From an optimization exercise on the open Yosys and OpenROAD flow, aimed at small area, a short achievable clock period and few clock cycles per item; shortcuts taken in it are not production practice.
At most, simulation tests tie the RTL to the original design; equivalence was not proved.
The RTL of runs 5 to 7 was laid out without a check of its function.
Power figures rest on the tool's default switching activity, not on a simulated workload.

**flow/design.v**
```verilog
module uecp_frame_dec (
    input  wire       clk,
    input  wire       rst,
    input  wire       in_valid,
    output wire       in_ready,
    input  wire [7:0] in_data,
    input  wire       in_last,
    output reg        res_valid,
    input  wire       res_ready,
    output reg  [2:0] res_status,
    output wire [9:0] res_site,
    output wire [5:0] res_enc,
    output wire [7:0] res_seq,
    output wire [7:0] res_mel,
    output wire [7:0] res_nelem
);
    localparam [2:0] ST_OK      = 3'd0;
    localparam [2:0] ST_UNKNOWN = 3'd1;
    localparam [2:0] ST_CRC     = 3'd2;
    localparam [2:0] ST_SHORT   = 3'd4;
    localparam [1:0] W_CODE  = 2'd0;   
    localparam [1:0] W_SKIPC = 2'd1;   
    localparam [1:0] W_SKIPL = 2'd2;   
    localparam [1:0] W_LEN   = 2'd3;   
    reg        rdy;           
    reg        first;         
    reg        esc;           
    reg  [7:0] u_r;           
    reg        uv_r;          
    reg        end_r;         
    reg        endesc_r;      
    assign in_ready = rdy;
    wire accept = in_valid && rdy;
    wire mid    = !first && !in_last;
    always @(posedge clk) begin
        if (rst) begin
            first <= 1'b1;
            esc   <= 1'b0;
        end else if (accept) begin
            first <= in_last;
            esc   <= mid && !esc && (in_data == 8'hFD);
        end
    end
    always @(posedge clk) begin
        if (rst) begin
            uv_r  <= 1'b0;
            end_r <= 1'b0;
        end else if (rdy) begin
            uv_r  <= in_valid && mid && (esc || in_data != 8'hFD);
            end_r <= in_valid && in_last;
        end
    end
    always @(posedge clk) begin
        if (rdy) begin
            u_r      <= esc ? (in_data + 8'hFD) : in_data;
            endesc_r <= esc;
        end
    end
    reg [15:0] crc;
    reg  [2:0] ph;            
    reg  [7:0] addr_hi, addr_lo, seq, mel, nelem;
    reg  [7:0] body_rem;
    reg  [1:0] wstate;
    reg        werr;
    reg  [7:0] skip;
    assign res_site  = {addr_hi, addr_lo[7:6]};
    assign res_enc   = addr_lo[5:0];
    assign res_seq   = seq;
    assign res_mel   = mel;
    assign res_nelem = nelem;
    wire go    = rdy;                  
    wire u_go  = go && uv_r;
    wire e_go  = go && end_r;
    reg       lv;
    reg [3:0] lskip;
    reg       llp;
    always @(*) begin
        lv = 1'b1; lskip = 4'd0; llp = 1'b0;
        case (u_r)
            8'h01: lskip = 4'd4;
            8'h02: lskip = 4'd10;
            8'h03: lskip = 4'd3;
            8'h07: lskip = 4'd3;
            8'h0A: begin lskip = 4'd2; llp = 1'b1; end
            8'h13: begin lskip = 4'd2; llp = 1'b1; end
            8'h1A: lskip = 4'd3;
            8'h16: begin lskip = 4'd1; llp = 1'b1; end
            8'h0D: lskip = 4'd8;
            8'h19: lskip = 4'd1;
            8'h1C: lskip = 4'd1;
            8'h2D: llp = 1'b1;
            8'h17: llp = 1'b1;
            default: lv = 1'b0;
        endcase
    end
    function [15:0] crc_step;
        input [15:0] a_in;
        input [7:0]  c;
        reg   [15:0] a;
        begin
            a = {a_in[7:0], a_in[15:8]};
            a = a ^ {8'h00, c};
            a = a ^ {12'h000, a[7:4]};
            a = a ^ {a[3:0], 12'h000};
            a = a ^ {3'b000, a[7:0], 5'b00000};
            crc_step = a;
        end
    endfunction
    wire in_body = (ph == 3'd4) && (body_rem != 8'd0);
    reg [2:0] verdict;
    always @(*) begin
        if (endesc_r || ph < 3'd2)
            verdict = ST_SHORT;
        else if (crc != 16'h1D0F)
            verdict = ST_CRC;
        else if (ph != 3'd6)
            verdict = ST_SHORT;
        else if (werr)
            verdict = ST_UNKNOWN;
        else if (wstate != W_CODE)
            verdict = ST_SHORT;
        else
            verdict = ST_OK;
    end
    wire clr = e_go && (verdict != ST_OK);
    wire res_valid_nx = (res_valid && !res_ready) || e_go;
    wire item_nx      = rdy ? (in_valid && (!first || in_last)) : 1'b1;
    always @(posedge clk) begin
        if (rst) begin
            res_valid  <= 1'b0;
            res_status <= 3'd0;
            rdy        <= 1'b1;
        end else begin
            res_valid <= res_valid_nx;
            rdy       <= !(item_nx && res_valid_nx);
            if (e_go)
                res_status <= verdict;
        end
    end
    always @(posedge clk) begin
        if (rst || e_go) begin
            crc <= 16'hFFFF;
            ph  <= 3'd0;
        end else if (u_go) begin
            crc <= crc_step(crc, u_r);
            if (ph < 3'd4 || (ph == 3'd4 && body_rem == 8'd0) || ph == 3'd5)
                ph <= ph + 3'd1;
        end
    end
    always @(posedge clk) begin
        if (u_go) begin
            if (ph == 3'd3)
                body_rem <= u_r;
            else if (in_body)
                body_rem <= body_rem - 8'd1;
        end
    end
    always @(posedge clk) begin
        if (clr) begin
            addr_hi <= 8'd0;
            addr_lo <= 8'd0;
            seq     <= 8'd0;
            mel     <= 8'd0;
        end else if (u_go) begin
            case (ph)
                3'd0: addr_hi <= u_r;
                3'd1: addr_lo <= u_r;
                3'd2: seq     <= u_r;
                3'd3: mel     <= u_r;
                default: ;
            endcase
        end
    end
    wire b_go = u_go && in_body && !werr;
    always @(posedge clk) begin
        if (clr || (u_go && ph == 3'd3))
            nelem <= 8'd0;
        else if (b_go && wstate == W_CODE && lv)
            nelem <= nelem + 8'd1;
    end
    always @(posedge clk) begin
        if (rst || e_go) begin
            wstate <= W_CODE;
            werr   <= 1'b0;
        end else if (b_go) begin
            case (wstate)
                W_CODE: begin
                    if (!lv)
                        werr <= 1'b1;
                    else if (lskip == 4'd0)
                        wstate <= W_LEN;
                    else
                        wstate <= llp ? W_SKIPL : W_SKIPC;
                end
                W_SKIPC, W_SKIPL: begin
                    if (skip == 8'd1)
                        wstate <= (wstate == W_SKIPL) ? W_LEN : W_CODE;
                end
                W_LEN: begin
                    if (u_r != 8'd0)
                        wstate <= W_SKIPC;
                    else
                        wstate <= W_CODE;
                end
            endcase
        end
    end
    always @(posedge clk) begin
        if (b_go) begin
            case (wstate)
                W_CODE:  skip <= {4'd0, lskip};
                W_LEN:   skip <= u_r;
                default: skip <= skip - 8'd1;
            endcase
        end
    end
endmodule
```
**flow/run.sh**
```bash
#!/bin/bash
# synth_recipe.tcl (not shown) runs the flow's synth.tcl, then flattens the netlist and writes it again
# the make line also repeats each setting of config.mk as NAME=value (left out here)
make -C /OpenROAD-flow-scripts/flow DESIGN_CONFIG=/design/flow/config.mk WORK_HOME=/design/flow/orfs CLKGATE_MAP_FILE= SYNTH_SCRIPT=/design/flow/synth_recipe.tcl finish
```
**flow/config.mk**
```make
export PLATFORM = sky130hd
export DESIGN_NAME = uecp_frame_dec
export DESIGN_NICKNAME = uecp_frame_dec
export VERILOG_FILES = /design/flow/design.v
export SDC_FILE = /design/flow/constraint.sdc
export NUM_CORES = 4
export LEC_CHECK = 0
export CAP_MARGIN = 20
export CORE_MARGIN = 2
export CORE_UTILIZATION = 40
export SETUP_SLACK_MARGIN = 1.2
export SLEW_MARGIN = 20
```
**flow/constraint.sdc**
```tcl
create_clock -name core_clock -period 3.5 [get_ports {clk}]
set_input_delay 0.7000 -clock core_clock [delete_from_list [all_inputs] [get_ports {clk}]]
set_output_delay 0.7000 -clock core_clock [all_outputs]
set_load 0.01 [all_outputs]
```
==> results of run 1 <==
[cell type report]
| class | count | area (um2) |
|---|---|---|
| clock buffers | 11 | 232.7 |
| flip-flops and latches | 102 | 2295 |
| clock inverters | 5 | 25.02 |
| inverters | 20 | 75.07 |
| well taps | 172 | 215.2 |
| multi-input cells | 415 | 2746 |
| repair buffers | 75 | 715.7 |
| fillers | 1221 | 6315 |
[flip-flops by register name, indices dropped and copies added, names as in the netlist, 8 cells and up, named ones only]
register	cells
addr_hi	8
addr_lo	8
body_rem	8
crc	16
mel	8
nelem	8
seq	8
skip	8
u_r	8
[routing by layer]
metal / up-vias / routed length (um) / GRT usage
li1: 2068 / - / -
met1: 1982 / 5546 / 0.2161
met2: 110 / 6140 / 0.3096
met3: 30 / 571 / 0.04457
met4: 0 / 399 / 0.07229
met5: - / 0 / 0
[cells by family (layout without fill, tap and decap cells)]
kind of cell | Yosys count | in the layout | synth area share
multiplexers | 13 | 13 | 0.02628
flip-flops | 102 | 102 | 0.4417
XOR/XNOR | 49 | 49 | 0.08414
AND/OR/NAND/NOR | 234 | 234 | 0.2295
adder cells (fa/ha/maj) | 20 | 20 | 0.04822
AO/OA/AOI/OAI | 99 | 99 | 0.1225
buffers and inverters | 51 | 111 | 0.04773
[power by group through the flow]
stage	registers, mW	clock network [mW]	logic [mW]
6_report	1.27	0.900	0.222
5_1_grt	1.27	0.976	0.241
4_1_cts	1.27	0.927	0.209
3_5_place_dp	1.30	0	0.196
3_3_place_gp	1.29	0	0.192
2_1_floorplan	1.27	0	0.144
[placed cells by master (no fill, tap or decap), types with 3 or more instances in the layout]
| cell | instances |
|---|---|
| nand2_1 | 126 |
| nor3_1 | 9 |
| clkinv_2 | 3 |
| a31oi_1 | 3 |
| xnor2_1 | 30 |
| xor2_1 | 18 |
| a221oi_1 | 5 |
| edfxtp_1 | 25 |
| o21ai_0 | 12 |
| mux2i_1 | 8 |
| clkdlybuf4s50_1 | 52 |
| ha_2 | 3 |
| buf_4 | 17 |
| ha_1 | 15 |
| and3_1 | 6 |
| nor2_1 | 30 |
| o211ai_1 | 12 |
| nor2_4 | 3 |
| nand2b_1 | 3 |
| a21oi_1 | 47 |
| inv_1 | 19 |
| nand4_1 | 7 |
| nor4_1 | 4 |
| nor3_2 | 8 |
| nand3_1 | 10 |
| clkbuf_16 | 9 |
| dfxtp_1 | 75 |
[metrics by stage]
stage | util | cell area [um2] | hold slack, ns | worst slack (ns) | power, mW
2_1_floorplan | - | 5190 | 0.4095 | 1.254 | 1.415
3_3_place_gp | 0.4628 | 5841 | 0.4447 | 0.5134 | 1.487
3_5_place_dp | 0.4628 | 5841 | 0.4463 | 0.3870 | 1.492
4_1_cts | 0.4928 | 6218 | 0.4556 | 1.240 | 2.406
5_1_grt | 0.4996 | 6305 | 0.4756 | 1.141 | 2.490
6_report | 0.4996 | 6305 | 0.4523 | 1.240 | 2.393
[critical path: stages]
cell,delay (ns)
dlygate4sd2_1,0.30
xor2_1,0.22
nor2_1,0.10
nor2_4,0.19
inv_1,0.11
ha_1,0.31
mux2i_2,0.20
nor2_1,0.08
o21ai_1,0.18
a21oi_1,0.09
[how the worst min path moves through the flow]
stage / startpoint / to / slack (ns) / cells after the start
final: addr_lo[3] / addr_lo[3] / 0.45 / 2
after global routing: addr_hi[0] / addr_hi[0] / 0.48 / 2
after CTS: addr_lo[6] / addr_lo[6] / 0.46 / 2
after detailed placement: addr_lo[6] / addr_lo[6] / 0.45 / 2
after global placement: res_status[0] / res_status[0] / 0.44 / 2
after floorplan: esc / endesc_r / 0.41 / 0
[what timing repair did]
item,in CTS,in global routing
setup endpoints to repair,19,22
buffers inserted,9,4
gates resized for setup,20,15
pin swaps,6,6
==> flow_metrics.env, run 1 <==
export IMPL_regToRegStartpoint="u_r[0]"
export IMPL_hold_buffers=0
export IMPL_port_buffers=57
export IMPL_combPwrFrac=0.093
export IMPL_fin_cells=800
export IMPL_routabilityCongestion=0.8278
export IMPL_synth_cell_types=67
export IMPL_io_pins=58
export IMPL_grt_overflow=0
export IMPL_period_needed_ns=2.260
export IMPL_cp_arrival_ns=2.49
export IMPL_period_share=0.6456
export IMPL_final_nets=656
export IMPL_rsz0062_at_grt="true"
export IMPL_slew_violations=0
export IMPL_status="no timing/DRC/antenna violations"
export IMPL_yosysTopAreaCell="dfxtp_1"
export IMPL_initial_core_util=0.4113
export IMPL_die_h_um=117.9
export IMPL_ys_top_cells_by_area="dfxtp_1 (30%), edfxtp_1 (14%), nand2_1 (9.1%)"
export IMPL_grt_pass1_wl_um=19930
export IMPL_fp_coreArea_um2=12620
export IMPL_setup_viol=0
export IMPL_die_w_um=117.9
export IMPL_cts_tree="built"
export IMPL_hold_viol_final=0
export IMPL_ys_ff_latch=102
export IMPL_ys_seq_area_frac=0.4417
export IMPL_cts_sinks=102
export IMPL_p_int_mw=1.811
export IMPL_path_class="in -> reg"
export IMPL_syn_cell_area_um2=5190
export IMPL_p_sw_uw=581.9
export IMPL_crit_required_ns=3.73
export IMPL_syn_inst=568
export IMPL_cts_root_buffer="clkbuf_16"
export IMPL_end_kind="register"
export IMPL_max_slew_worst_pin_slew_ns=0.9274
export IMPL_maxCapViolations=0
export IMPL_drt_iter0_markers=240
export IMPL_antenna_found_initial=0
export IMPL_min_delay_path_class="reg -> reg"
export IMPL_pwr_share_clk=0.376
export IMPL_synthTopCellsByCount="nand2_1 (126), dfxtp_1 (77), a21oi_1 (48), nor2_1 (32), xnor2_1 (30)"
export IMPL_ys_flop_type="dfxtp_1"
export IMPL_cp_max_fo=4
export IMPL_cts_buffers_inserted=9
export IMPL_setup_tns_final_ns=0
export IMPL_synth_edff_count=25
export IMPL_fmax_mhz=442.6
export IMPL_routed_via_density=5.238
export IMPL_grt_use_total=0.1804
export IMPL_grt_max_degree=41
export IMPL_ys_warnings_count=1
export IMPL_r2r_slack_ns=1.37
export IMPL_dpl_hpwl_um=8547
export IMPL_wl_per_cell_um=15.82
export IMPL_peakVddDrop_v=0.0003183
export IMPL_grt_pass1_vias=3912
export IMPL_drc=0
export IMPL_setup_worst_path_start="in_data[0]"
export IMPL_die_area_um2=13900
export IMPL_postSynthAreaPerCell_um2=9.137
export IMPL_synth_top_area_share=0.2970
export IMPL_vias=4190
export IMPL_switching_share=0.2432
export IMPL_ant_nets=0
export IMPL_cts_htree_levels=3
export IMPL_leakage_nw=2.392
export IMPL_worstRegToRegCells=8
export IMPL_start_kind="input port"
export IMPL_drive_gt1_frac=0.1226
export IMPL_power_density_nw_per_um2=379.6
export IMPL_syn2layout_area_growth_pct=21.48
export IMPL_synth_nets=601
export IMPL_dp_cells=771
export IMPL_dr_pass1_iters=5
export IMPL_relSlewSlack=0.3770
export IMPL_async_reset_ff_frac=0
export IMPL_cts_buffer_depth=2
export IMPL_yosys_cell_count_top_type="nand2_1"
export IMPL_clk_pin_slew_worst_paths_ns=0.06
export IMPL_antennaDiodeCount=0
export IMPL_skew_ns=0.004559
export IMPL_p_seq_frac=0.531
export IMPL_clk_latency_ns=0.35
export IMPL_num_rows=41
export IMPL_routed_wl_um=12660
Testbench counts, summed over its fixed seeds: cycles 39,233, frames 384.
==> run 2, diff against run 1 <==
--- a/flow/config.mk
+++ b/flow/config.mk
@@ -10,3 +10,3 @@
 export CORE_UTILIZATION = 40
-export SETUP_SLACK_MARGIN = 1.2
+export SETUP_SLACK_MARGIN = 1.8
 export SLEW_MARGIN = 20
==> flow_metrics.env, run 2 <==
export IMPL_status="no timing/DRC/antenna violations"
export IMPL_cts_tree="built"
export IMPL_multi_input_area_um2=3019
export IMPL_min_delay_path_class="reg -> reg"
export IMPL_synth_cell_types=67
export IMPL_end_kind="register"
export IMPL_largest_register_ffs=16
export IMPL_final_common_cell="nand2_1"
export IMPL_ys_ff_latch=102
export IMPL_ff_latch_area_um2=2313
export IMPL_final_cell_mix="nand2_1 (119), dfxtp_1 (66), buf_4 (50)"
export IMPL_grt_pass1_vias=4365
export IMPL_drive_gt1_frac=0.2704
export IMPL_maxCapViolations=0
export IMPL_routed_via_density=5.166
export IMPL_cp_arrival_ns=2.16
export IMPL_period_needed_ns=1.923
export IMPL_synthTopCellsByCount="nand2_1 (126), dfxtp_1 (77), a21oi_1 (48), nor2_1 (32), xnor2_1 (30)"
export IMPL_rsz0062_at_grt="true"
export IMPL_final_nets=701
export IMPL_max_slew_worst_pin_slew_ns=0.4805
export IMPL_leakage_nw=2.783
export IMPL_antennaDiodeCount=0
export IMPL_grt_overflow=0
export IMPL_grt_use_total=0.2001
export IMPL_path_class="in -> reg"
export IMPL_setup_tns_final_ns=0
export IMPL_grt_pass1_wl_um=22180
export IMPL_async_reset_ff_frac=0
export IMPL_relSlewSlack=0.6797
export IMPL_cp_slowest_cell="or4_4"
export IMPL_ys_top_cells_by_area="dfxtp_1 (30%), edfxtp_1 (14%), nand2_1 (9.1%)"
export IMPL_die_area_um2=13900
export IMPL_synth_nets=601
export IMPL_setup_viol=0
export IMPL_crit_required_ns=3.74
export IMPL_cts_htree_levels=3
export IMPL_synth_edff_count=25
export IMPL_syn_inst=568
export IMPL_grt_max_degree=32
export IMPL_cts_buffer_depth=2
export IMPL_synth_top_area_share=0.2970
export IMPL_ys_warnings_count=1
export IMPL_fin_cells=845
export IMPL_fmax_mhz=520.1
export IMPL_worstPathCellList="clkdlybuf4s15_2 -> or2_1 -> or4_4 -> a31oi_4 -> nor3_2 -> o21bai_2 -> o221ai_1"
export IMPL_antenna_found_initial=0
export IMPL_die_w_um=117.9
export IMPL_start_kind="input port"
export IMPL_cp_max_fo=5
export IMPL_ys_seq_area_frac=0.4417
export IMPL_slowest_delay_ns=0.44
export IMPL_dpl_hpwl_um=8599
export IMPL_critPathBufInv=1
export IMPL_cts_sinks=102
export IMPL_yosysTopAreaCell="dfxtp_1"
export IMPL_die_h_um=117.9
export IMPL_fill_cells=1140
export IMPL_cts_buffers_inserted=9
export IMPL_port_buffers=57
export IMPL_clk_pin_slew_worst_paths_ns=0.08
export IMPL_num_rows=41
export IMPL_clk_latency_ns=0.35
export IMPL_yosys_cell_count_top_type="nand2_1"
export IMPL_drt_iter0_markers=282
export IMPL_routabilityCongestion=0.8656
export IMPL_period_share=0.5493
export IMPL_routed_wl_um=13680
export IMPL_regMostFlops="crc"
export IMPL_initial_core_util=0.4113
export IMPL_ant_nets=0
export IMPL_postSynthAreaPerCell_um2=9.137
export IMPL_slew_violations=0
export IMPL_fp_coreArea_um2=12620
export IMPL_skew_ns=0.01138
export IMPL_ys_flop_type="dfxtp_1"
export IMPL_power_mw=2.509
export IMPL_drc=0
export IMPL_wl_per_cell_um=16.19
export IMPL_dr_pass1_iters=5
export IMPL_io_pins=58
export IMPL_power_density_nw_per_um2=359.0
export IMPL_syn_cell_area_um2=5190
export IMPL_cts_root_buffer="clkbuf_16"
export IMPL_hold_viol_final=0
export IMPL_crit_family="simple AND/OR/NAND/NOR gates"
export IMPL_dp_cells=769
export IMPL_vias=4365
export IMPL_peakVddDrop_v=0.0003344
export IMPL_syn2layout_area_growth_pct=34.64
## run 2: cell counts after synthesis
Identical to the previous run, type by type.
## run 2: per-stage QoR
| stage | worst slack, ns | hold WS [ns] | util | area (um2) |
|---|---|---|---|---|
| 2_1_floorplan | 1.372 | 0.4095 | - | 5315 |
| 3_3_place_gp | 0.5191 | 0.4447 | 0.4711 | 5946 |
| 3_5_place_dp | 0.4600 | 0.4489 | 0.4711 | 5946 |
| 4_1_cts | 1.594 | 0.4562 | 0.5386 | 6797 |
| 5_1_grt | 1.485 | 0.4695 | 0.5537 | 6988 |
| 6_report | 1.577 | 0.4520 | 0.5537 | 6988 |
## run 2: cell type report
type                    instances  area share
multi-input cells             415      0.4321
flip-flops and latches        102      0.3311
repair buffers                120      0.1529
clock buffers                   9     0.03223
well taps                     172     0.03080
inverters                      20     0.01307
clock inverters                 7    0.007878
## run 2: worst register-to-register path, stage by stage (launching register included)
cell	delay, ns
edfxtp_1	0.41
or4_4	0.60
o41ai_4	0.25
nand3_2	0.14
a311o_1	0.29
a21oi_1	0.13
## run 2: logic make-up (layout without fill, tap and decap cells)
logic type                 count (synthesis)  after routing  synth area share
adders and majority gates                 20             20           0.04822
muxes                                     13             13           0.02628
AOI/OAI and AO/OA                         99             99            0.1225
buffers and inverters                     51            156           0.04773
xor gates and xnor gates                  49             49           0.08414
DFF                                      102            102            0.4417
and+or+nand+nor                          234            234            0.2295
## run 2: path summary, 6_finish.rpt
check | cells after the start | startpoint | endpoint | slack (ns)
worst max-delay path | 7 | in_data[4] | register | 1.58
worst max register to register | 5 | skip[5] | wstate[0] | 1.62
worst min register to register | 2 | mel[6] | mel[6] | 0.45
worst min-delay path | 2 | mel[6] | mel[6] | 0.45
## run 2: metal layers
layer  vias up  wire length (um)  global-route usage
li1       2155                 -                   -
met1      2095              5916              0.2489
met2        98              6958              0.3456
met3        17               594             0.04457
met4         0               214             0.06024
met5         -                 0                   0
## run 2: timing repair
item	4_1_cts	5_1_grt
setup buffers	42	17
gates cloned	1	0
hold buffers	0	0
setup endpoints to repair	141	100
pin swaps	32	9
resized for setup	143	47
## run 2: power by group
| group | switching, mW | internal, mW |
|---|---|---|
| Clock | 0.478 | 0.490 |
| Combinational | 0.153 | 0.137 |
| Sequential | 0.0247 | 1.23 |
| Total | 0.656 | 1.85 |
==> run 3, diff against run 2 <==
--- a/flow/config.mk
+++ b/flow/config.mk
@@ -10,2 +10,3 @@
 export CORE_UTILIZATION = 40
+export CTS_BUF_LIST = sky130_fd_sc_hd__clkbuf_8
 export SETUP_SLACK_MARGIN = 1.8
==> flow_metrics.env, run 3 <==
export IMPL_ys_seq_area_frac=0.4417
export IMPL_crit_required_ns=3.79
export IMPL_port_buffers=57
export IMPL_largest_register_ffs=16
export IMPL_setup_tns_final_ns=0
export IMPL_routabilityCongestion=0.8656
export IMPL_ant_nets=0
export IMPL_syn_cell_area_um2=5190
export IMPL_async_reset_ff_frac=0
export IMPL_final_nets=720
export IMPL_synth_edff_count=25
export IMPL_antenna_found_initial=0
export IMPL_die_h_um=117.9
export IMPL_min_from="seq[0]"
export IMPL_setup_viol=0
export IMPL_end_kind="register"
export IMPL_cp_arrival_ns=2.24
export IMPL_dpl_hpwl_um=8599
export IMPL_fill_cells=1119
export IMPL_fmax_mhz=512.1
export IMPL_peakVddDrop_v=0.0002777
export IMPL_routed_wl_um=14650
export IMPL_cts_tree="built"
export IMPL_wl_per_cell_um=16.95
export IMPL_cts_buffer_depth=2
export IMPL_synth_nets=601
export IMPL_min_delay_path_class="reg -> reg"
export IMPL_relSlewSlack=0.6605
export IMPL_routed_via_density=5.257
export IMPL_hold_viol_final=0
export IMPL_grt_pass1_wl_um=22600
export IMPL_synthTopCellsByCount="nand2_1 (126), dfxtp_1 (77), a21oi_1 (48), nor2_1 (32), xnor2_1 (30)"
export IMPL_postSynthAreaPerCell_um2=9.137
export IMPL_slew_violations=0
export IMPL_cp_slowest_cell="ha_4"
export IMPL_num_rows=41
export IMPL_yosys_cell_count_top_type="nand2_1"
export IMPL_post_dp_cell_area_um2=5946
export IMPL_grt_use_total=0.2061
export IMPL_worstRegToRegCells=9
export IMPL_r2r_slack_ns=1.58
export IMPL_worstPathCellList="buf_12 -> inv_12 -> ha_4 -> a21oi_4 -> mux2i_4 -> buf_6 -> ha_4 -> mux2i_4 -> nor2_2 -> o21ai_2 -> a21oi_1"
export IMPL_ys_flop_type="dfxtp_1"
export IMPL_drc=0
export IMPL_max_slew_worst_pin_slew_ns=0.5092
export IMPL_regMostFlops="crc"
export IMPL_critPathBufInv=3
export IMPL_final_common_cell="nand2_1"
export IMPL_die_area_um2=13900
export IMPL_grt_pass1_vias=4417
export IMPL_syn_inst=568
export IMPL_skew_ns=0.02013
export IMPL_clk_pin_slew_worst_paths_ns=0.11
export IMPL_start_kind="input port"
export IMPL_ys_warnings_count=1
export IMPL_grt_max_degree=32
export IMPL_slowest_delay_ns=0.26
export IMPL_synth_cell_types=67
export IMPL_clk_latency_ns=0.40
export IMPL_cp_max_fo=4
export IMPL_hold_depth=2
export IMPL_rsz0062_at_grt="true"
export IMPL_power_mw=2.289
export IMPL_maxCapViolations=0
export IMPL_drive_gt1_frac=0.4032
export IMPL_die_w_um=117.9
export IMPL_dr_pass1_iters=5
export IMPL_dpl_worst_slack_ns=0.4600
export IMPL_grt_overflow=0
export IMPL_crit_family="adder cells"
export IMPL_power_density_nw_per_um2=318.6
export IMPL_syn2layout_area_growth_pct=38.43
export IMPL_antennaDiodeCount=0
export IMPL_fin_ws_ns=1.547
export IMPL_finalInstanceArea_um2=7184
export IMPL_cts_root_buffer="clkbuf_8"
export IMPL_ys_ff_latch=102
export IMPL_status="no timing/DRC/antenna violations"
export IMPL_path_class="in -> reg"
export IMPL_drt_iter0_markers=248
export IMPL_synth_top_area_share=0.2970
export IMPL_fp_coreArea_um2=12620
export IMPL_period_share=0.5580
export IMPL_regToRegStartpoint="rdy"
export IMPL_io_pins=58
export IMPL_yosysTopAreaCell="dfxtp_1"
export IMPL_initial_core_util=0.4113
export IMPL_final_cell_mix="nand2_1 (115), buf_4 (63), a21oi_1 (44)"
export IMPL_ys_top_cells_by_area="dfxtp_1 (30%), edfxtp_1 (14%), nand2_1 (9.1%)"
export IMPL_cts_sinks=102
export IMPL_cts_buffers_inserted=9
export IMPL_hold_buffers=0
export IMPL_period_needed_ns=1.953
export IMPL_vias=4542
export IMPL_leakage_nw=2.801
export IMPL_holdPathEnd="seq[0]"
export IMPL_cts_htree_levels=3
[run 3: cells by family after synthesis]
kind of cell | Yosys count | synth area share
compound gates | 99 | 0.1225
simple gates | 234 | 0.2295
mux | 13 | 0.02628
fa+ha+maj | 20 | 0.04822
flops | 102 | 0.4417
xor+xnor | 49 | 0.08414
buf+inv | 51 | 0.04773
[run 3: what timing repair did]
action | CTS | global route
gates resized for setup | 228 | 81
pin swaps | 28 | 25
buffers inserted | 53 | 24
cloned | 1 | 1
setup endpoints to repair | 140 | 126
[run 3: layout make-up]
class | instances | area [um2] | share of cell area
clock inverter | 7 | 55.05 | 0.007663
inverter | 20 | 91.34 | 0.01271
multi-input combinational | 415 | 3112 | 0.4331
sequential | 102 | 2360 | 0.3285
timing repair buffer | 139 | 1227 | 0.1708
tap | 172 | 215.2 | 0.02995
clock buffer | 9 | 123.9 | 0.01724
[run 3: worst max-delay path by stage]
stage / from / to / slack, ns / cells past startpoint
after CTS: skip[5] / wstate[0] / 1.65 / 5
after global routing: in_data[1] / register / 1.52 / 8
final: in_data[1] / register / 1.55 / 11
after floorplan: in_data[1] / register / 1.37 / 9
after global placement: in_data[1] / register / 0.52 / 10
after detailed placement: in_data[1] / register / 0.46 / 10
[run 3: stage by stage]
stage | cells | utilization | hold slack [ns]
6_report | 864 | 0.5693 | 0.4563
5_1_grt | 864 | 0.5693 | 0.4782
4_1_cts | 839 | 0.5456 | 0.4630
3_5_place_dp | 769 | 0.4711 | 0.4489
3_3_place_gp | 769 | 0.4711 | 0.4447
2_1_floorplan | 568 | - | 0.4095
[run 3: power breakdown]
part | leakage, nW | internal, mW | switching [mW]
Combinational | 1.82 | 0.151 | 0.165
Clock | 0.0818 | 0.266 | 0.457
Sequential | 0.901 | 1.22 | 0.0248
[run 3: layer usage]
layer,part of all wire,global-route usage,up-vias
li1,-,-,2193
met1,0.41,0.2486,2191
met2,0.50,0.3547,128
met3,0.056,0.05281,30
met4,0.027,0.07304,0
met5,0,0,-
[run 3: worst min-delay path: cells and delay by family, from the launching register on]
kind,cells,cell delay (ns)
flops,1,0.33
simple gates,1,0.05
compound gates,1,0.05
==> run 4, diff against run 3 <==
--- a/flow/config.mk
+++ b/flow/config.mk
@@ -10,4 +10,2 @@
 export CORE_UTILIZATION = 40
-export CTS_BUF_LIST = sky130_fd_sc_hd__clkbuf_8
-export SETUP_SLACK_MARGIN = 1.8
 export SLEW_MARGIN = 20
==> flow_metrics.env, run 4 <==
export IMPL_status="no timing/DRC/antenna violations"
export IMPL_routabilityCongestion=0.8278
export IMPL_drive_gt1_frac=0.07480
export IMPL_antenna_found_initial=0
export IMPL_skew_ns=0.008396
export IMPL_io_pins=58
export IMPL_hold_buffers=0
export IMPL_post_cts_buffers=0
export IMPL_critPathBufInv=3
export IMPL_grt_pass1_wl_um=19460
export IMPL_cts_sinks=102
export IMPL_p_seq_frac=0.536
export IMPL_cts_htree_levels=3
export IMPL_synth_edff_count=25
export IMPL_end_kind="register"
export IMPL_initial_core_util=0.4113
export IMPL_num_rows=41
export IMPL_worstPathCellList="clkdlybuf4s50_1 -> inv_1 -> ha_1 -> a21oi_1 -> mux2i_1 -> inv_1 -> ha_1 -> nand2_1 -> mux2i_1 -> a31oi_1 -> o221ai_1"
export IMPL_power_density_nw_per_um2=388.2
export IMPL_leakage_nw=2.298
export IMPL_postSynthAreaPerCell_um2=9.137
export IMPL_combPwrFrac=0.083
export IMPL_max_slew_worst_pin_slew_ns=0.9219
export IMPL_whs_ns=0.4522
export IMPL_routed_wl_um=12190
export IMPL_grt_use_total=0.1759
export IMPL_synth_nets=601
export IMPL_syn_cell_area_um2=5190
export IMPL_fin_util=0.4832
export IMPL_p_sw_uw=571.1
export IMPL_cts_buffer_depth=2
export IMPL_busiest_layer="met2"
export IMPL_final_common_cell="nand2_1"
export IMPL_fmax_mhz=356.3
export IMPL_cp_arrival_ns=3.03
export IMPL_cp_max_fo=6
export IMPL_synthTopCellsByCount="nand2_1 (126), dfxtp_1 (77), a21oi_1 (48), nor2_1 (32), xnor2_1 (30)"
export IMPL_syn_inst=568
export IMPL_clk_pin_slew_worst_paths_ns=0.07
export IMPL_synth_top_area_share=0.2970
export IMPL_ys_ff_latch=102
export IMPL_grt_pass1_vias=3841
export IMPL_syn2layout_area_growth_pct=17.50
export IMPL_cts_repair_resized=0
export IMPL_regMostFlops="crc"
export IMPL_async_reset_ff_frac=0
export IMPL_vias=4087
export IMPL_antennaDiodeCount=0
export IMPL_clk_latency_ns=0.35
export IMPL_switching_share=0.2412
export IMPL_peakVddDrop_v=0.0003140
export IMPL_met3_usage=0.04554
export IMPL_port_buffers=57
export IMPL_ys_flop_type="dfxtp_1"
export IMPL_met1_usage=0.2150
export IMPL_synth_cell_types=67
export IMPL_drc=0
export IMPL_hold_viol_final=0
export IMPL_pwr_share_clk=0.381
export IMPL_fp_coreArea_um2=12620
export IMPL_routed_via_density=5.193
export IMPL_cp_slowest_cell="clkdlybuf4s50_1"
export IMPL_setup_viol=0
export IMPL_p_int_mw=1.796
export IMPL_drt_iter0_markers=234
export IMPL_grt_max_degree=41
export IMPL_wl_per_cell_um=15.49
export IMPL_slowest_delay_ns=0.51
export IMPL_maxCapViolations=0
export IMPL_period_needed_ns=2.807
export IMPL_crit_family="buffers and inverters"
export IMPL_ys_seq_area_frac=0.4417
export IMPL_final_cell_mix="nand2_1 (126), dfxtp_1 (77), clkdlybuf4s50_1 (57)"
export IMPL_die_area_um2=13900
export IMPL_relSlewSlack=0.3807
export IMPL_period_share=0.8019
export IMPL_met2_usage=0.2914
export IMPL_rsz0062_at_grt="false"
export IMPL_dpl_hpwl_um=8547
export IMPL_fill_cells=1246
export IMPL_yosysTopAreaCell="dfxtp_1"
export IMPL_ys_warnings_count=1
export IMPL_cts_buffers_inserted=9
export IMPL_setup_tns_final_ns=0
export IMPL_ant_nets=0
export IMPL_dr_pass1_iters=5
export IMPL_multi_input_area_um2=2650
export IMPL_largest_register_ffs=16
export IMPL_crit_required_ns=3.72
export IMPL_die_h_um=117.9
export IMPL_cts_tree="built"
export IMPL_ys_top_cells_by_area="dfxtp_1 (30%), edfxtp_1 (14%), nand2_1 (9.1%)"
export IMPL_min_delay_path_class="reg -> reg"
export IMPL_ff_latch_area_um2=2292
export IMPL_path_class="in -> reg"
export IMPL_die_w_um=117.9
export IMPL_final_nets=643
export IMPL_grt_overflow=0
export IMPL_start_kind="input port"
export IMPL_slew_violations=0
export IMPL_yosys_cell_count_top_type="nand2_1"
export IMPL_cts_root_buffer="clkbuf_16"
==> run 4: layout make-up <==
type	count	area share
clock inverters	5	0.004103
inverters	20	0.01231
well taps	172	0.03529
multi-input cells	415	0.4346
flip-flops and latches	102	0.3759
repair buffers	62	0.09971
clock buffers	11	0.03816
==> run 4: metal layers <==
metal / part of all wire / wire (um) / vias to the layer above
met5: 0 / 0 / -
met4: 0.029 / 359 / 0
met3: 0.047 / 568 / 29
met2: 0.48 / 5860 / 108
met1: 0.44 / 5405 / 1909
li1: - / - / 2041
==> run 4: power by group through the flow <==
stage / registers (mW) / clock network (mW) / logic [mW]
finish: 1.27 / 0.902 / 0.196
global route: 1.27 / 0.974 / 0.216
CTS: 1.27 / 0.927 / 0.197
detailed placement: 1.30 / 0 / 0.196
global placement: 1.29 / 0 / 0.192
floorplan: 1.27 / 0 / 0.144
==> run 4: cell families (layout without fill, tap and decap cells) <==
logic type,after synthesis,in the layout,share of synthesized area
compound gates,99,99,0.1225
xor+xnor,49,49,0.08414
fa+ha+maj,20,20,0.04822
buf+inv,51,98,0.04773
flops,102,102,0.4417
mux,13,13,0.02628
simple gates,234,234,0.2295
==> run 4: worst paths after layout <==
check              from    endpoint  slack, ns  depth (start not counted)
min reg2reg  addr_lo[3]  addr_lo[3]       0.45                          2
min          addr_lo[3]  addr_lo[3]       0.45                          2
max          in_data[1]    register       0.69                         11
max reg2reg         rdy    register       1.13                          8
==> run 4: stage by stage <==
stage / area [um2] / worst slack [ns] / power [mW] / instances
2_1_floorplan: 5190 / 1.254 / 1.415 / 568
4_1_cts: 6098 / 0.7524 / 2.393 / 787
3_5_place_dp: 5841 / 0.3870 / 1.492 / 771
3_3_place_gp: 5841 / 0.5134 / 1.487 / 771
6_report: 6098 / 0.6934 / 2.368 / 787
5_1_grt: 6098 / 0.4502 / 2.463 / 787
==> run 4: tightest hold or removal path, cell delays in order (launching register included) <==
cell	delay, ns
dfxtp_1	0.31
nand2_1	0.05
a21oi_1	0.05
==> run 5, diff against run 4 <==
--- a/flow/design.v
+++ b/flow/design.v
@@ -60,2 +60,3 @@
     reg  [2:0] ph;            
+    reg        inb;           
     reg  [7:0] addr_hi, addr_lo, seq, mel, nelem;
@@ -73,24 +74,14 @@
     wire e_go  = go && end_r;
-    reg       lv;
-    reg [3:0] lskip;
-    reg       llp;
-    always @(*) begin
-        lv = 1'b1; lskip = 4'd0; llp = 1'b0;
-        case (u_r)
-            8'h01: lskip = 4'd4;
-            8'h02: lskip = 4'd10;
-            8'h03: lskip = 4'd3;
-            8'h07: lskip = 4'd3;
-            8'h0A: begin lskip = 4'd2; llp = 1'b1; end
-            8'h13: begin lskip = 4'd2; llp = 1'b1; end
-            8'h1A: lskip = 4'd3;
-            8'h16: begin lskip = 4'd1; llp = 1'b1; end
-            8'h0D: lskip = 4'd8;
-            8'h19: lskip = 4'd1;
-            8'h1C: lskip = 4'd1;
-            8'h2D: llp = 1'b1;
-            8'h17: llp = 1'b1;
-            default: lv = 1'b0;
-        endcase
-    end
+    wire c01 = (u_r == 8'h01), c02 = (u_r == 8'h02), c03 = (u_r == 8'h03);
+    wire c07 = (u_r == 8'h07), c0A = (u_r == 8'h0A), c13 = (u_r == 8'h13);
+    wire c1A = (u_r == 8'h1A), c16 = (u_r == 8'h16), c0D = (u_r == 8'h0D);
+    wire c19 = (u_r == 8'h19), c1C = (u_r == 8'h1C), c2D = (u_r == 8'h2D);
+    wire c17 = (u_r == 8'h17);
+    wire       llp   = c0A | c13 | c16 | c2D | c17;
+    wire       lv    = llp | c01 | c02 | c03 | c07 | c1A | c0D | c19 | c1C;
+    wire [3:0] lskip = {c02 | c0D,
+                        c01,
+                        c02 | c03 | c07 | c1A | c0A | c13,
+                        c03 | c07 | c1A | c16 | c19 | c1C};
+    wire       lskip0 = c2D | c17;
     function [15:0] crc_step;
@@ -108,3 +99,2 @@
     endfunction
-    wire in_body = (ph == 3'd4) && (body_rem != 8'd0);
     reg [2:0] verdict;
@@ -143,6 +133,11 @@
             ph  <= 3'd0;
+            inb <= 1'b0;
         end else if (u_go) begin
             crc <= crc_step(crc, u_r);
-            if (ph < 3'd4 || (ph == 3'd4 && body_rem == 8'd0) || ph == 3'd5)
+            if (!ph[2] || (ph == 3'd4 && !inb) || ph == 3'd5)
                 ph <= ph + 3'd1;
+            if (ph == 3'd3)
+                inb <= (u_r != 8'd0);
+            else if (inb && body_rem == 8'd1)
+                inb <= 1'b0;
         end
@@ -153,3 +148,3 @@
                 body_rem <= u_r;
-            else if (in_body)
+            else
                 body_rem <= body_rem - 8'd1;
@@ -163,13 +158,10 @@
             mel     <= 8'd0;
-        end else if (u_go) begin
-            case (ph)
-                3'd0: addr_hi <= u_r;
-                3'd1: addr_lo <= u_r;
-                3'd2: seq     <= u_r;
-                3'd3: mel     <= u_r;
-                default: ;
-            endcase
-        end
-    end
-    wire b_go = u_go && in_body && !werr;
+        end else if (u_go && !ph[2]) begin
+            addr_hi <= addr_lo;
+            addr_lo <= seq;
+            seq     <= mel;
+            mel     <= u_r;
+        end
+    end
+    wire b_go = u_go && inb && !werr;
     always @(posedge clk) begin
@@ -189,3 +181,3 @@
                         werr <= 1'b1;
-                    else if (lskip == 4'd0)
+                    else if (lskip0)
                         wstate <= W_LEN;
--- a/flow/config.mk
+++ b/flow/config.mk
@@ -10,2 +10,3 @@
 export CORE_UTILIZATION = 40
+export SETUP_SLACK_MARGIN = 1.8
 export SLEW_MARGIN = 20
==> flow_metrics.env, run 5 <==
export IMPL_drt_iter0_markers=205
export IMPL_yosysTopAreaCell="dfxtp_1"
export IMPL_routed_wl_um=13240
export IMPL_antenna_found_initial=0
export IMPL_ys_warnings_count=1
export IMPL_start_kind="register"
export IMPL_antennaDiodeCount=0
export IMPL_min_delay_path_class="reg -> reg"
export IMPL_synth_top_area_share=0.2941
export IMPL_die_w_um=114.7
export IMPL_hold_buffers=0
export IMPL_regToRegStartpoint="u_r[6]"
export IMPL_period_needed_ns=2.033
export IMPL_yosys_cell_count_top_type="nand2_1"
export IMPL_maxCapViolations=0
export IMPL_fin_util=0.5621
export IMPL_syn_cell_area_um2=4901
export IMPL_worstRegToRegCells=5
export IMPL_cp_max_fo=7
export IMPL_p_int_mw=1.876
export IMPL_cts_sinks=97
export IMPL_power_density_nw_per_um2=370.6
export IMPL_ys_flop_type="dfxtp_1"
export IMPL_fmax_mhz=492.0
export IMPL_max_slew_worst_pin_slew_ns=0.5622
export IMPL_holdPathEnd="addr_hi[5]"
export IMPL_syn_inst=551
export IMPL_fp_coreArea_um2=11960
export IMPL_cts_htree_levels=3
export IMPL_synthTopCellsByCount="nand2_1 (116), dfxtp_1 (72), a21oi_1 (52), xnor2_1 (28), edfxtp_1 (25)"
export IMPL_drc=0
export IMPL_port_buffers=57
export IMPL_regMostFlops="crc"
export IMPL_r2r_slack_ns=1.47
export IMPL_grt_pass1_vias=4204
export IMPL_ys_seq_area_frac=0.4473
export IMPL_dr_pass1_iters=4
export IMPL_die_area_um2=13150
export IMPL_postSynthAreaPerCell_um2=8.895
export IMPL_largest_register_ffs=16
export IMPL_slew_violations=0
export IMPL_period_share=0.5808
export IMPL_switching_share=0.2470
export IMPL_ys_ff_latch=97
export IMPL_final_nets=671
export IMPL_skew_ns=0.008094
export IMPL_grt_pass1_wl_um=20760
export IMPL_min_from="addr_hi[5]"
export IMPL_timing_rr_end="nelem[6]"
export IMPL_cts_root_buffer="clkbuf_16"
export IMPL_routed_via_density=5.444
export IMPL_drive_gt1_frac=0.2948
export IMPL_setup_tns_final_ns=0
export IMPL_ys_top_cells_by_area="dfxtp_1 (29%), edfxtp_1 (15%), nand2_1 (8.9%)"
export IMPL_num_rows=40
export IMPL_pwr_share_clk=0.400
export IMPL_routabilityCongestion=0.8048
export IMPL_hold_viol_final=0
export IMPL_vias=4328
export IMPL_clk_pin_slew_worst_paths_ns=0.07
export IMPL_status="no timing/DRC/antenna violations"
export IMPL_hold_depth=2
export IMPL_grt_overflow=0
export IMPL_synth_nets=579
export IMPL_fill_cells=1088
export IMPL_ant_nets=0
export IMPL_final_common_cell="nand2_1"
export IMPL_path_class="reg -> reg"
export IMPL_cts_tree="built"
export IMPL_relSlewSlack=0.6252
export IMPL_p_sw_uw=615.6
export IMPL_initial_core_util=0.4097
export IMPL_grt_use_total=0.2023
export IMPL_whs_ns=0.4532
export IMPL_cts_buffers_inserted=9
export IMPL_p_seq_frac=0.483
export IMPL_final_cell_mix="nand2_1 (114), dfxtp_1 (54), buf_4 (42)"
export IMPL_dpl_hpwl_um=7823
export IMPL_setup_viol=0
export IMPL_cp_arrival_ns=2.32
export IMPL_wl_per_cell_um=16.65
export IMPL_syn2layout_area_growth_pct=37.20
export IMPL_clk_latency_ns=0.35
export IMPL_crit_required_ns=3.79
export IMPL_io_pins=58
export IMPL_end_kind="register"
export IMPL_rsz0062_at_grt="true"
export IMPL_async_reset_ff_frac=0
export IMPL_peakVddDrop_v=0.0001766
export IMPL_cts_buffer_depth=2
export IMPL_leakage_nw=2.579
export IMPL_grt_max_degree=33
export IMPL_combPwrFrac=0.116
export IMPL_synth_cell_types=65
export IMPL_synth_edff_count=25
export IMPL_die_h_um=114.7
run 5: changes by cell type in the layout (fill, tap and decap cells not counted), sizes merged, moves of 7 or more:
| cell | change |
|---|---|
| clkdlybuf4s50 | -51 |
| buf | +49 |
| clkdlybuf4s15 | +24 |
| dlygate4sd2 | +13 |
| clkbuf | +12 |
| nand2 | -10 |
| nor3 | -10 |
| nor2 | -7 |
run 5: worst max-delay path by stage:
stage          startpoint    endpoint  slack [ns]  depth (start not counted)
3_3_place_gp   in_data[2]      u_r[7]        1.01                          5
4_1_cts           crc[14]  addr_hi[5]        1.48                          5
6_report           u_r[6]    nelem[6]        1.47                          5
3_5_place_dp   in_data[2]      u_r[7]        0.98                          5
2_1_floorplan  in_data[2]      u_r[7]        1.52                          4
5_1_grt            u_r[4]    nelem[6]        1.39                          6
run 5: kinds of logic after synthesis:
| group | Yosys count | share of synthesized area |
|---|---|---|
| flops | 97 | 0.4473 |
| mux | 5 | 0.01021 |
| xor+xnor | 45 | 0.08042 |
| simple gates | 216 | 0.2150 |
| fa+ha+maj | 15 | 0.03829 |
| compound gates | 120 | 0.1568 |
| buf+inv | 53 | 0.05208 |
run 5: repair_timing:
item                       in CTS  in global routing
cloned                          4                  1
pin swaps                      22                 16
resized for setup             122                 62
setup endpoints to repair     109                 95
setup buffers                  38                 10
run 5: power groups by stage:
stage / Combinational [mW] / Clock [mW] / Sequential (mW)
6_report: 0.290 / 0.998 / 1.20
5_1_grt: 0.313 / 1.06 / 1.21
4_1_cts: 0.258 / 1.01 / 1.20
3_5_place_dp: 0.195 / 0 / 1.24
3_3_place_gp: 0.191 / 0 / 1.24
2_1_floorplan: 0.148 / 0 / 1.22
run 5: area by class of cell:
cell class | instances | area [um2] | share of cell area
Sequential cell | 97 | 2217 | 0.3297
Timing Repair Buffer | 110 | 968.4 | 0.1440
Tap cell | 147 | 183.9 | 0.02735
Inverter | 20 | 76.32 | 0.01135
Clock inverter | 4 | 23.77 | 0.003536
Clock buffer | 12 | 277.8 | 0.04131
Multi-Input combinational cell | 405 | 2977 | 0.4427
run 5: per-stage QoR:
step	instances	setup slack, ns	power (mW)	instance area [um2]
CTS	784	1.479	2.473	6504
detailed placement	726	0.9830	1.439	5698
global placement	726	1.012	1.433	5698
floorplan	551	1.521	1.367	5135
global route	795	1.387	2.579	6724
finish	795	1.467	2.492	6724
run 5: worst max-delay path, stage by stage, from the launching register on:
cell and delay [ns]:
edfxtp_1 0.53, nor4b_4 0.34, a32o_2 0.34, a32oi_4 0.11, or4_4 0.51, a21oi_2 0.13
run 5: routing by layer:
layer	routed length, um	global-route usage	up-vias
li1	-	-	2115
met1	5820	0.2455	2070
met2	6467	0.3420	112
met3	549	0.03917	31
met4	398	0.1020	0
met5	0	0	-
==> run 6, diff against run 5 <==
==> flow/flow/run.sh (new file) <==
#!/bin/bash
# Standard layout, with the I/O port buffers built from a small buffer cell
# instead of the delay cell buffer_ports picks on its own. Synthesis is the
# standard one (standard.sh synth), so the registers keep their names.
set -euo pipefail
bash standard.sh synth > synth.log 2>&1
bash standard.sh BUFFER_PORTS_ARGS="-buffer_cell sky130_fd_sc_hd__buf_2" finish > layout.log 2>&1
==> flow/standard.sh (new file) <==
#!/bin/bash
# synth_recipe.tcl (not shown) runs the flow's synth.tcl, then flattens the netlist and writes it again
# the make line also repeats each setting of config.mk as NAME=value (left out here)
make -C /OpenROAD-flow-scripts/flow DESIGN_CONFIG=/design/flow/config.mk WORK_HOME=/design/flow/orfs CLKGATE_MAP_FILE= SYNTH_SCRIPT=/design/flow/synth_recipe.tcl "${@:-finish}"
removed: flow/run.sh
==> flow_metrics.env, run 6 <==
export IMPL_synth_top_area_share=0.2941
export IMPL_async_reset_ff_frac=0
export IMPL_setup_viol=0
export IMPL_whs_ns=0.4597
export IMPL_final_nets=669
export IMPL_leakage_nw=2.554
export IMPL_synth_xor_area_share=0.08042
export IMPL_cp_arrival_ns=2.28
export IMPL_clk_pin_slew_worst_paths_ns=0.07
export IMPL_synthTopCellsByCount="nand2_1 (116), dfxtp_1 (72), a21oi_1 (52), xnor2_1 (28), edfxtp_1 (25)"
export IMPL_grt_overflow=0
export IMPL_ys_flop_type="dfxtp_1"
export IMPL_cts_sinks=97
export IMPL_grt_pass1_wl_um=20200
export IMPL_crit_required_ns=3.78
export IMPL_fill_cells=1077
export IMPL_largest_register_ffs=16
export IMPL_skew_ns=0.009383
export IMPL_peakVddDrop_v=0.0002520
export IMPL_setup_worst_path_start="u_r[7]"
export IMPL_die_w_um=114.7
export IMPL_cp_slowest_cell="edfxtp_1"
export IMPL_ant_nets=0
export IMPL_dp_cells=725
export IMPL_muxShareOfSynthArea=0.01021
export IMPL_drt_iter0_markers=324
export IMPL_dpl_hpwl_um=7646
export IMPL_clk_latency_ns=0.35
export IMPL_grt_max_degree=34
export IMPL_yosys_cell_count_top_type="nand2_1"
export IMPL_wl_per_cell_um=16.40
export IMPL_relSlewSlack=0.4082
export IMPL_synth_nets=579
export IMPL_path_class="reg -> reg"
export IMPL_slowest_delay_ns=0.47
export IMPL_cts_root_buffer="clkbuf_16"
export IMPL_period_share=0.5705
export IMPL_synth_edff_count=25
export IMPL_cp_max_fo=7
export IMPL_vias=4302
export IMPL_syn_cell_area_um2=4901
export IMPL_initial_core_util=0.4097
export IMPL_cts_buffers_inserted=9
export IMPL_drc=0
export IMPL_antenna_found_initial=0
export IMPL_min_from="res_status[2]"
export IMPL_crit_family="simple AND/OR/NAND/NOR gates"
export IMPL_regToRegStartpoint="u_r[7]"
export IMPL_port_buffers=57
export IMPL_ys_seq_area_frac=0.4473
export IMPL_rsz0062_at_grt="true"
export IMPL_cts_htree_levels=3
export IMPL_max_slew_worst_pin_slew_ns=0.8877
export IMPL_routabilityCongestion=0.7837
export IMPL_status="no timing/DRC/antenna violations"
export IMPL_maxCapViolations=0
export IMPL_final_common_cell="nand2_1"
export IMPL_power_density_nw_per_um2=374.3
export IMPL_end_kind="register"
export IMPL_period_needed_ns=1.997
export IMPL_slew_violations=0
export IMPL_cts_buffer_depth=2
export IMPL_synthAdderAreaFrac=0.03829
export IMPL_setup_tns_final_ns=0
export IMPL_drive_gt1_frac=0.3498
export IMPL_syn2layout_area_growth_pct=32.65
export IMPL_fmax_mhz=500.8
export IMPL_ys_ff_latch=97
export IMPL_antennaDiodeCount=0
export IMPL_hold_buffers=0
export IMPL_yosysTopAreaCell="dfxtp_1"
export IMPL_postSynthAreaPerCell_um2=8.895
export IMPL_start_kind="register"
export IMPL_synth_compound_area_frac=0.1568
export IMPL_hold_viol_final=0
export IMPL_dr_pass1_iters=5
export IMPL_synth_top_family_by_area="simple AND/OR/NAND/NOR gates"
export IMPL_die_area_um2=13150
export IMPL_fp_coreArea_um2=11960
export IMPL_synth_simple_area_share=0.2150
export IMPL_min_delay_path_class="reg -> reg"
export IMPL_grt_use_total=0.1938
export IMPL_regMostFlops="crc"
export IMPL_grt_pass1_vias=4150
export IMPL_synth_cell_types=65
export IMPL_io_pins=58
export IMPL_die_h_um=114.7
export IMPL_num_rows=40
export IMPL_fin_util=0.5435
export IMPL_syn_inst=551
export IMPL_fin_cells=793
export IMPL_critPathBufInv=1
export IMPL_routed_via_density=5.425
export IMPL_power_mw=2.433
export IMPL_worstPathCellList="buf_4 -> nor3_2 -> o311a_4 -> a32oi_4 -> or4_4 -> a21oi_2"
export IMPL_routed_wl_um=13010
export IMPL_ys_top_cells_by_area="dfxtp_1 (29%), edfxtp_1 (15%), nand2_1 (8.9%)"
export IMPL_cts_tree="built"
export IMPL_ys_warnings_count=1
export IMPL_final_cell_mix="nand2_1 (114), dfxtp_1 (64), buf_2 (55)"
==> run 6: cell type report <==
cell class	instances	area [um2]	area share
clock buffer	10	239.0	0.03676
tap	147	183.9	0.02829
sequential	97	2205	0.3391
multi-input combinational	405	3013	0.4634
clock inverter	6	47.55	0.007313
timing repair buffer	108	733.2	0.1128
inverter	20	80.08	0.01232
==> run 6: final timing paths <==
check / endpoint / slack (ns) / depth (start not counted)
hold reg to reg: res_status[2] / 0.46 / 2
hold / removal: res_status[2] / 0.46 / 2
setup reg to reg: nelem[2] / 1.50 / 6
setup / recovery: nelem[2] / 1.50 / 6
==> run 6: through the flow <==
step	area, um2	worst slack (ns)
finish	6501	1.503
global route	6501	1.434
detailed placement	5405	1.266
CTS	6166	1.506
floorplan	5135	1.521
global placement	5405	1.354
==> run 6: what timing repair did <==
item                       CTS  global route
hold endpoints to repair     0             0
setup endpoints to repair   68            62
pin swaps                   14            23
gates cloned                 3             1
gates resized for setup     42            39
buffers inserted            33            15
==> run 6: kinds of logic (layout without fill, tap and decap cells) <==
group           Yosys count  after routing
compound gates          120            121
fa+ha+maj                15             15
flops                    97             97
buf+inv                  53            144
xor+xnor                 45             45
mux                       5              5
simple gates            216            219
==> run 6: where the power goes <==
group / leakage (nW) / internal (mW) / total (mW) / switching [mW]
Sequential: 0.839 / 1.17 / 1.20 / 0.0272
Clock: 0.144 / 0.510 / 0.953 / 0.443
Combinational: 1.57 / 0.129 / 0.282 / 0.153
==> run 6: metal layers <==
metal	up-vias	part of all wire	GRT usage
met3	20	0.041	0.03759
met1	2052	0.44	0.2445
met4	0	0.015	0.05141
li1	2113	-	-
met5	-	0	0
met2	117	0.50	0.3393
==> run 6: worst register-to-register path, delay by kind of cell (launching register included) <==
| family | cells | cell delay (ns) |
|---|---|---|
| DFF | 1 | 0.47 |
| and+or+nand+nor | 2 | 0.69 |
| AOI/OAI and AO/OA | 3 | 0.58 |
| buffers and inverters | 1 | 0.19 |
==> run 7, diff against run 6 <==
--- a/flow/design.v
+++ b/flow/design.v
@@ -24,2 +24,43 @@
     localparam [1:0] W_LEN   = 2'd3;   
+    function [6:0] lut;
+        input [7:0] b;
+        input       off;
+        reg c01, c02, c03, c07, c0A, c13, c1A, c16, c0D, c19, c1C, c2D, c17;
+        begin
+            c01 = off ? (b == 8'h04) : (b == 8'h01);
+            c02 = off ? (b == 8'h05) : (b == 8'h02);
+            c03 = off ? (b == 8'h06) : (b == 8'h03);
+            c07 = off ? (b == 8'h0A) : (b == 8'h07);
+            c0A = off ? (b == 8'h0D) : (b == 8'h0A);
+            c13 = off ? (b == 8'h16) : (b == 8'h13);
+            c1A = off ? (b == 8'h1D) : (b == 8'h1A);
+            c16 = off ? (b == 8'h19) : (b == 8'h16);
+            c0D = off ? (b == 8'h10) : (b == 8'h0D);
+            c19 = off ? (b == 8'h1C) : (b == 8'h19);
+            c1C = off ? (b == 8'h1F) : (b == 8'h1C);
+            c2D = off ? (b == 8'h30) : (b == 8'h2D);
+            c17 = off ? (b == 8'h1A) : (b == 8'h17);
+            lut[6] = c01 | c02 | c03 | c07 | c0A | c13 | c1A | c16 | c0D |
+                     c19 | c1C | c2D | c17;
+            lut[5] = c2D | c17;
+            lut[4] = c0A | c13 | c16;
+            lut[3] = c02 | c0D;
+            lut[2] = c01;
+            lut[1] = c02 | c03 | c07 | c1A | c0A | c13;
+            lut[0] = c03 | c07 | c1A | c16 | c19 | c1C;
+        end
+    endfunction
+    function [15:0] crc_step;
+        input [15:0] a_in;
+        input [7:0]  c;
+        reg   [15:0] a;
+        begin
+            a = {a_in[7:0], a_in[15:8]};
+            a = a ^ {8'h00, c};
+            a = a ^ {12'h000, a[7:4]};
+            a = a ^ {a[3:0], 12'h000};
+            a = a ^ {3'b000, a[7:0], 5'b00000};
+            crc_step = a;
+        end
+    endfunction
     reg        rdy;           
@@ -28,2 +69,3 @@
     reg  [7:0] u_r;           
+    reg  [6:0] l_r;           
     reg        uv_r;          
@@ -55,2 +97,3 @@
             u_r      <= esc ? (in_data + 8'hFD) : in_data;
+            l_r      <= lut(in_data, esc);
             endesc_r <= esc;
@@ -58,3 +101,8 @@
     end
+    wire       lv     = l_r[6];
+    wire       llen   = l_r[5];
+    wire       lskipl = l_r[4];
+    wire [3:0] lskip  = l_r[3:0];
     reg [15:0] crc;
+    reg        crc_ok;        
     reg  [2:0] ph;            
@@ -74,27 +122,2 @@
     wire e_go  = go && end_r;
-    wire c01 = (u_r == 8'h01), c02 = (u_r == 8'h02), c03 = (u_r == 8'h03);
-    wire c07 = (u_r == 8'h07), c0A = (u_r == 8'h0A), c13 = (u_r == 8'h13);
-    wire c1A = (u_r == 8'h1A), c16 = (u_r == 8'h16), c0D = (u_r == 8'h0D);
-    wire c19 = (u_r == 8'h19), c1C = (u_r == 8'h1C), c2D = (u_r == 8'h2D);
-    wire c17 = (u_r == 8'h17);
-    wire       llp   = c0A | c13 | c16 | c2D | c17;
-    wire       lv    = llp | c01 | c02 | c03 | c07 | c1A | c0D | c19 | c1C;
-    wire [3:0] lskip = {c02 | c0D,
-                        c01,
-                        c02 | c03 | c07 | c1A | c0A | c13,
-                        c03 | c07 | c1A | c16 | c19 | c1C};
-    wire       lskip0 = c2D | c17;
-    function [15:0] crc_step;
-        input [15:0] a_in;
-        input [7:0]  c;
-        reg   [15:0] a;
-        begin
-            a = {a_in[7:0], a_in[15:8]};
-            a = a ^ {8'h00, c};
-            a = a ^ {12'h000, a[7:4]};
-            a = a ^ {a[3:0], 12'h000};
-            a = a ^ {3'b000, a[7:0], 5'b00000};
-            crc_step = a;
-        end
-    endfunction
     reg [2:0] verdict;
@@ -103,3 +126,3 @@
             verdict = ST_SHORT;
-        else if (crc != 16'h1D0F)
+        else if (!crc_ok)
             verdict = ST_CRC;
@@ -114,3 +137,4 @@
     end
-    wire clr = e_go && (verdict != ST_OK);
+    wire ok  = !endesc_r && crc_ok && ph == 3'd6 && !werr && wstate == W_CODE;
+    wire clr = e_go && !ok;
     wire res_valid_nx = (res_valid && !res_ready) || e_go;
@@ -119,5 +143,4 @@
         if (rst) begin
-            res_valid  <= 1'b0;
-            res_status <= 3'd0;
-            rdy        <= 1'b1;
+            res_valid <= 1'b0;
+            rdy       <= 1'b1;
         end else begin
@@ -125,13 +148,17 @@
             rdy       <= !(item_nx && res_valid_nx);
-            if (e_go)
-                res_status <= verdict;
-        end
-    end
+        end
+    end
+    always @(posedge clk)
+        if (e_go)
+            res_status <= verdict;
+    wire [15:0] crc_nx = crc_step(crc, u_r);
     always @(posedge clk) begin
         if (rst || e_go) begin
-            crc <= 16'hFFFF;
-            ph  <= 3'd0;
-            inb <= 1'b0;
+            crc    <= 16'hFFFF;
+            crc_ok <= 1'b0;
+            ph     <= 3'd0;
+            inb    <= 1'b0;
         end else if (u_go) begin
-            crc <= crc_step(crc, u_r);
+            crc    <= crc_nx;
+            crc_ok <= (crc_nx == 16'h1D0F);
             if (!ph[2] || (ph == 3'd4 && !inb) || ph == 3'd5)
@@ -181,6 +208,6 @@
                         werr <= 1'b1;
-                    else if (lskip0)
+                    else if (llen)
                         wstate <= W_LEN;
                     else
-                        wstate <= llp ? W_SKIPL : W_SKIPC;
+                        wstate <= lskipl ? W_SKIPL : W_SKIPC;
                 end
==> flow/run.sh (new file) <==
#!/bin/bash
# synth_recipe.tcl (not shown) runs the flow's synth.tcl, then flattens the netlist and writes it again
# the make line also repeats each setting of config.mk as NAME=value (left out here)
make -C /OpenROAD-flow-scripts/flow DESIGN_CONFIG=/design/flow/config.mk WORK_HOME=/design/flow/orfs CLKGATE_MAP_FILE= SYNTH_SCRIPT=/design/flow/synth_recipe.tcl finish
removed: flow/flow/run.sh
removed: flow/standard.sh
==> flow_metrics.env, run 7 <==
export IMPL_status="no timing/DRC/antenna violations"
export IMPL_post_dp_cell_area_um2=5818
export IMPL_min_delay_path_class="reg -> reg"
export IMPL_dp_cells=759
export IMPL_fp_coreArea_um2=12520
export IMPL_period_share=0.5317
export IMPL_rsz0062_at_grt="true"
export IMPL_fill_cells=1210
export IMPL_synth_top_area_share=0.2746
export IMPL_fin_util=0.5217
export IMPL_cp_max_fo=9
export IMPL_synth_compound_area_frac=0.1351
export IMPL_cts_htree_levels=3
export IMPL_antenna_found_initial=0
export IMPL_synthAdderAreaFrac=0.04169
export IMPL_die_h_um=116.9
export IMPL_final_common_cell="nand2_1"
export IMPL_cts_tree="built"
export IMPL_cp_arrival_ns=1.96
export IMPL_final_nets=659
export IMPL_synth_cell_types=56
export IMPL_multi_input_area_um2=2713
export IMPL_synth_edff_count=35
export IMPL_finalInstanceArea_um2=6530
export IMPL_largest_register_ffs=16
export IMPL_period_needed_ns=1.861
export IMPL_cts_buffers_inserted=9
export IMPL_ys_top_cells_by_area="dfxtp_1 (27%), edfxtp_1 (21%), nand2_1 (8.8%)"
export IMPL_grt_pass1_vias=3748
export IMPL_routed_wl_um=11630
export IMPL_syn_inst=556
export IMPL_cts_root_buffer="clkbuf_16"
export IMPL_ys_flop_type="dfxtp_1"
export IMPL_die_area_um2=13680
export IMPL_syn_cell_area_um2=5102
export IMPL_path_class="in -> reg"
export IMPL_regMostFlops="crc"
export IMPL_grt_use_total=0.1711
export IMPL_synth_top_family_by_area="simple AND/OR/NAND/NOR gates"
export IMPL_synthTopCellsByCount="nand2_1 (120), dfxtp_1 (70), a21oi_1 (52), edfxtp_1 (35), nor2_1 (29)"
export IMPL_leakage_nw=2.525
export IMPL_clk_latency_ns=0.36
export IMPL_num_rows=41
export IMPL_hold_buffers=0
export IMPL_max_slew_worst_pin_slew_ns=0.3972
export IMPL_power_density_nw_per_um2=386.6
export IMPL_grt_overflow=0
export IMPL_fmax_mhz=537.3
export IMPL_whs_ns=0.4492
export IMPL_muxShareOfSynthArea=0.006130
export IMPL_end_kind="register"
export IMPL_io_pins=58
export IMPL_relSlewSlack=0.7331
export IMPL_setup_tns_final_ns=0
export IMPL_antennaDiodeCount=0
export IMPL_cts_buffer_depth=2
export IMPL_die_w_um=116.9
export IMPL_ant_nets=0
export IMPL_yosysTopAreaCell="dfxtp_1"
export IMPL_ff_latch_area_um2=2475
export IMPL_synth_simple_area_share=0.1949
export IMPL_ys_warnings_count=1
export IMPL_grt_max_degree=35
export IMPL_routed_via_density=5.058
export IMPL_routabilityCongestion=0.8060
export IMPL_drc=0
export IMPL_port_buffers=57
export IMPL_initial_core_util=0.4076
export IMPL_clk_pin_slew_worst_paths_ns=0.07
export IMPL_drt_iter0_markers=171
export IMPL_grt_pass1_wl_um=18150
export IMPL_synth_nets=586
export IMPL_ys_ff_latch=105
export IMPL_syn2layout_area_growth_pct=27.98
export IMPL_yosys_cell_count_top_type="nand2_1"
export IMPL_start_kind="input port"
export IMPL_vias=4077
export IMPL_wl_per_cell_um=14.43
export IMPL_async_reset_ff_frac=0
export IMPL_fin_cells=806
export IMPL_peakVddDrop_v=0.0002030
export IMPL_setup_viol=0
export IMPL_slew_violations=0
export IMPL_dr_pass1_iters=6
export IMPL_skew_ns=0.009539
export IMPL_cts_sinks=105
export IMPL_dpl_hpwl_um=7555
export IMPL_crit_required_ns=3.60
export IMPL_postSynthAreaPerCell_um2=9.177
export IMPL_hold_viol_final=0
export IMPL_synth_xor_area_share=0.1015
export IMPL_drive_gt1_frac=0.2287
export IMPL_final_cell_mix="nand2_1 (119), dfxtp_1 (58), a21oi_1 (51)"
export IMPL_maxCapViolations=0
export IMPL_ys_seq_area_frac=0.4806
[run 7: report_power, final]
group	switching (mW)	internal, mW	total (mW)	leakage, nW
Combinational	0.129	0.110	0.239	1.45
Sequential	0.0280	1.28	1.31	0.926
Clock	0.479	0.497	0.976	0.145
[run 7: cell families (layout without fill, tap and decap cells)]
| kind of cell | Yosys count | count (layout) |
|---|---|---|
| adder cells (fa/ha/maj) | 17 | 17 |
| multiplexers | 3 | 3 |
| flip-flops | 105 | 105 |
| buffers and inverters | 49 | 127 |
| AO/OA/AOI/OAI | 111 | 111 |
| XOR/XNOR | 54 | 54 |
| AND/OR/NAND/NOR | 217 | 217 |
[run 7: final cells by class]
type | instances | share of cell area
Multi-Input combinational cell | 402 | 0.4154
Sequential cell | 105 | 0.3790
Timing Repair Buffer | 91 | 0.1159
Clock buffer | 9 | 0.03449
Tap cell | 172 | 0.03296
Inverter | 20 | 0.01265
Clock inverter | 7 | 0.009580
[run 7: metal layers]
layer | global-route usage | part of all wire | up-vias
met5 | 0 | 0 | -
met4 | 0.06745 | 0.019 | 0
met3 | 0.03450 | 0.031 | 14
met2 | 0.2886 | 0.49 | 58
met1 | 0.2163 | 0.46 | 1946
li1 | - | - | 2059
[run 7: per-stage QoR]
step,total power [mW],worst slack [ns]
6_report,2.525,1.639
5_1_grt,2.639,1.588
4_1_cts,2.537,1.580
3_5_place_dp,1.543,0.4798
3_3_place_gp,1.541,0.5106
2_1_floorplan,1.466,1.357
[run 7: final timing paths]
kind	from	endpoint	slack (ns)	cells past startpoint
min	addr_hi[4]	addr_hi[4]	0.45	2
min reg2reg	addr_hi[4]	addr_hi[4]	0.45	2
max	in_data[0]	l_r[1]	1.64	8
max reg2reg	skip[5]	wstate[1]	1.73	5
[run 7: critical path, cell delays in order]
cell and delay [ns]:
buf_12 0.10, inv_8 0.04, ha_4 0.14, nand3b_1 0.17, o22ai_2 0.12, o21a_1 0.19, a21o_1 0.16, or3b_1 0.34
[run 7: timing repair]
item	4_1_cts	5_1_grt
endpoints found under the hold margin	0	0
gates resized for setup	170	58
cloned	0	1
buffers inserted	15	15
endpoints found under the setup margin	130	60
pin swaps	10	12

what the ideal ports hide:
In the flow no input, the clock included, has a driving cell. The finished layouts below were timed again as built, in two steps. Step 1, drivers: a clkbuf_16 drives clk and a buf_2 each remaining input, both assumed. Step 2 also shifts input and output timing later by t, the mid clock arrival at the registers, as if the neighbouring blocks saw the same clock. Three values: ideal ports, drivers, drivers and shift; two values: the first two.
run	shift t [ns]	setup slack, ns	worst setup path after step 2	clock arrival spread, ns	slew at the worst register clock pin (ns)
run 1	0.382	1.240 / 1.255 / 0.873	input to register	0.004 / 0.005	0.07 / 0.07
run 2	0.387	1.577 / 1.571 / 1.185	input to register	0.011 / 0.011	0.08 / 0.08
run 3	0.422	1.547 / 1.518 / 1.096	input to register	0.021 / 0.021	0.12 / 0.12
run 4	0.389	0.693 / 0.708 / 0.319	input to register	0.008 / 0.008	0.07 / 0.07
run 5	0.385	1.467 / 1.467 / 1.424	input to register	0.008 / 0.008	0.07 / 0.07
run 6	0.377	1.503 / 1.503 / 1.240	input to register	0.009 / 0.009	0.07 / 0.07
run 7	0.388	1.639 / 1.609 / 1.222	input to register	0.010 / 0.011	0.08 / 0.08
After both steps setup and hold are still met in every run listed. For run 3, which loses most, drivers alone change the setup slack by -0.029 ns; drivers and shift together by -0.451 ns.
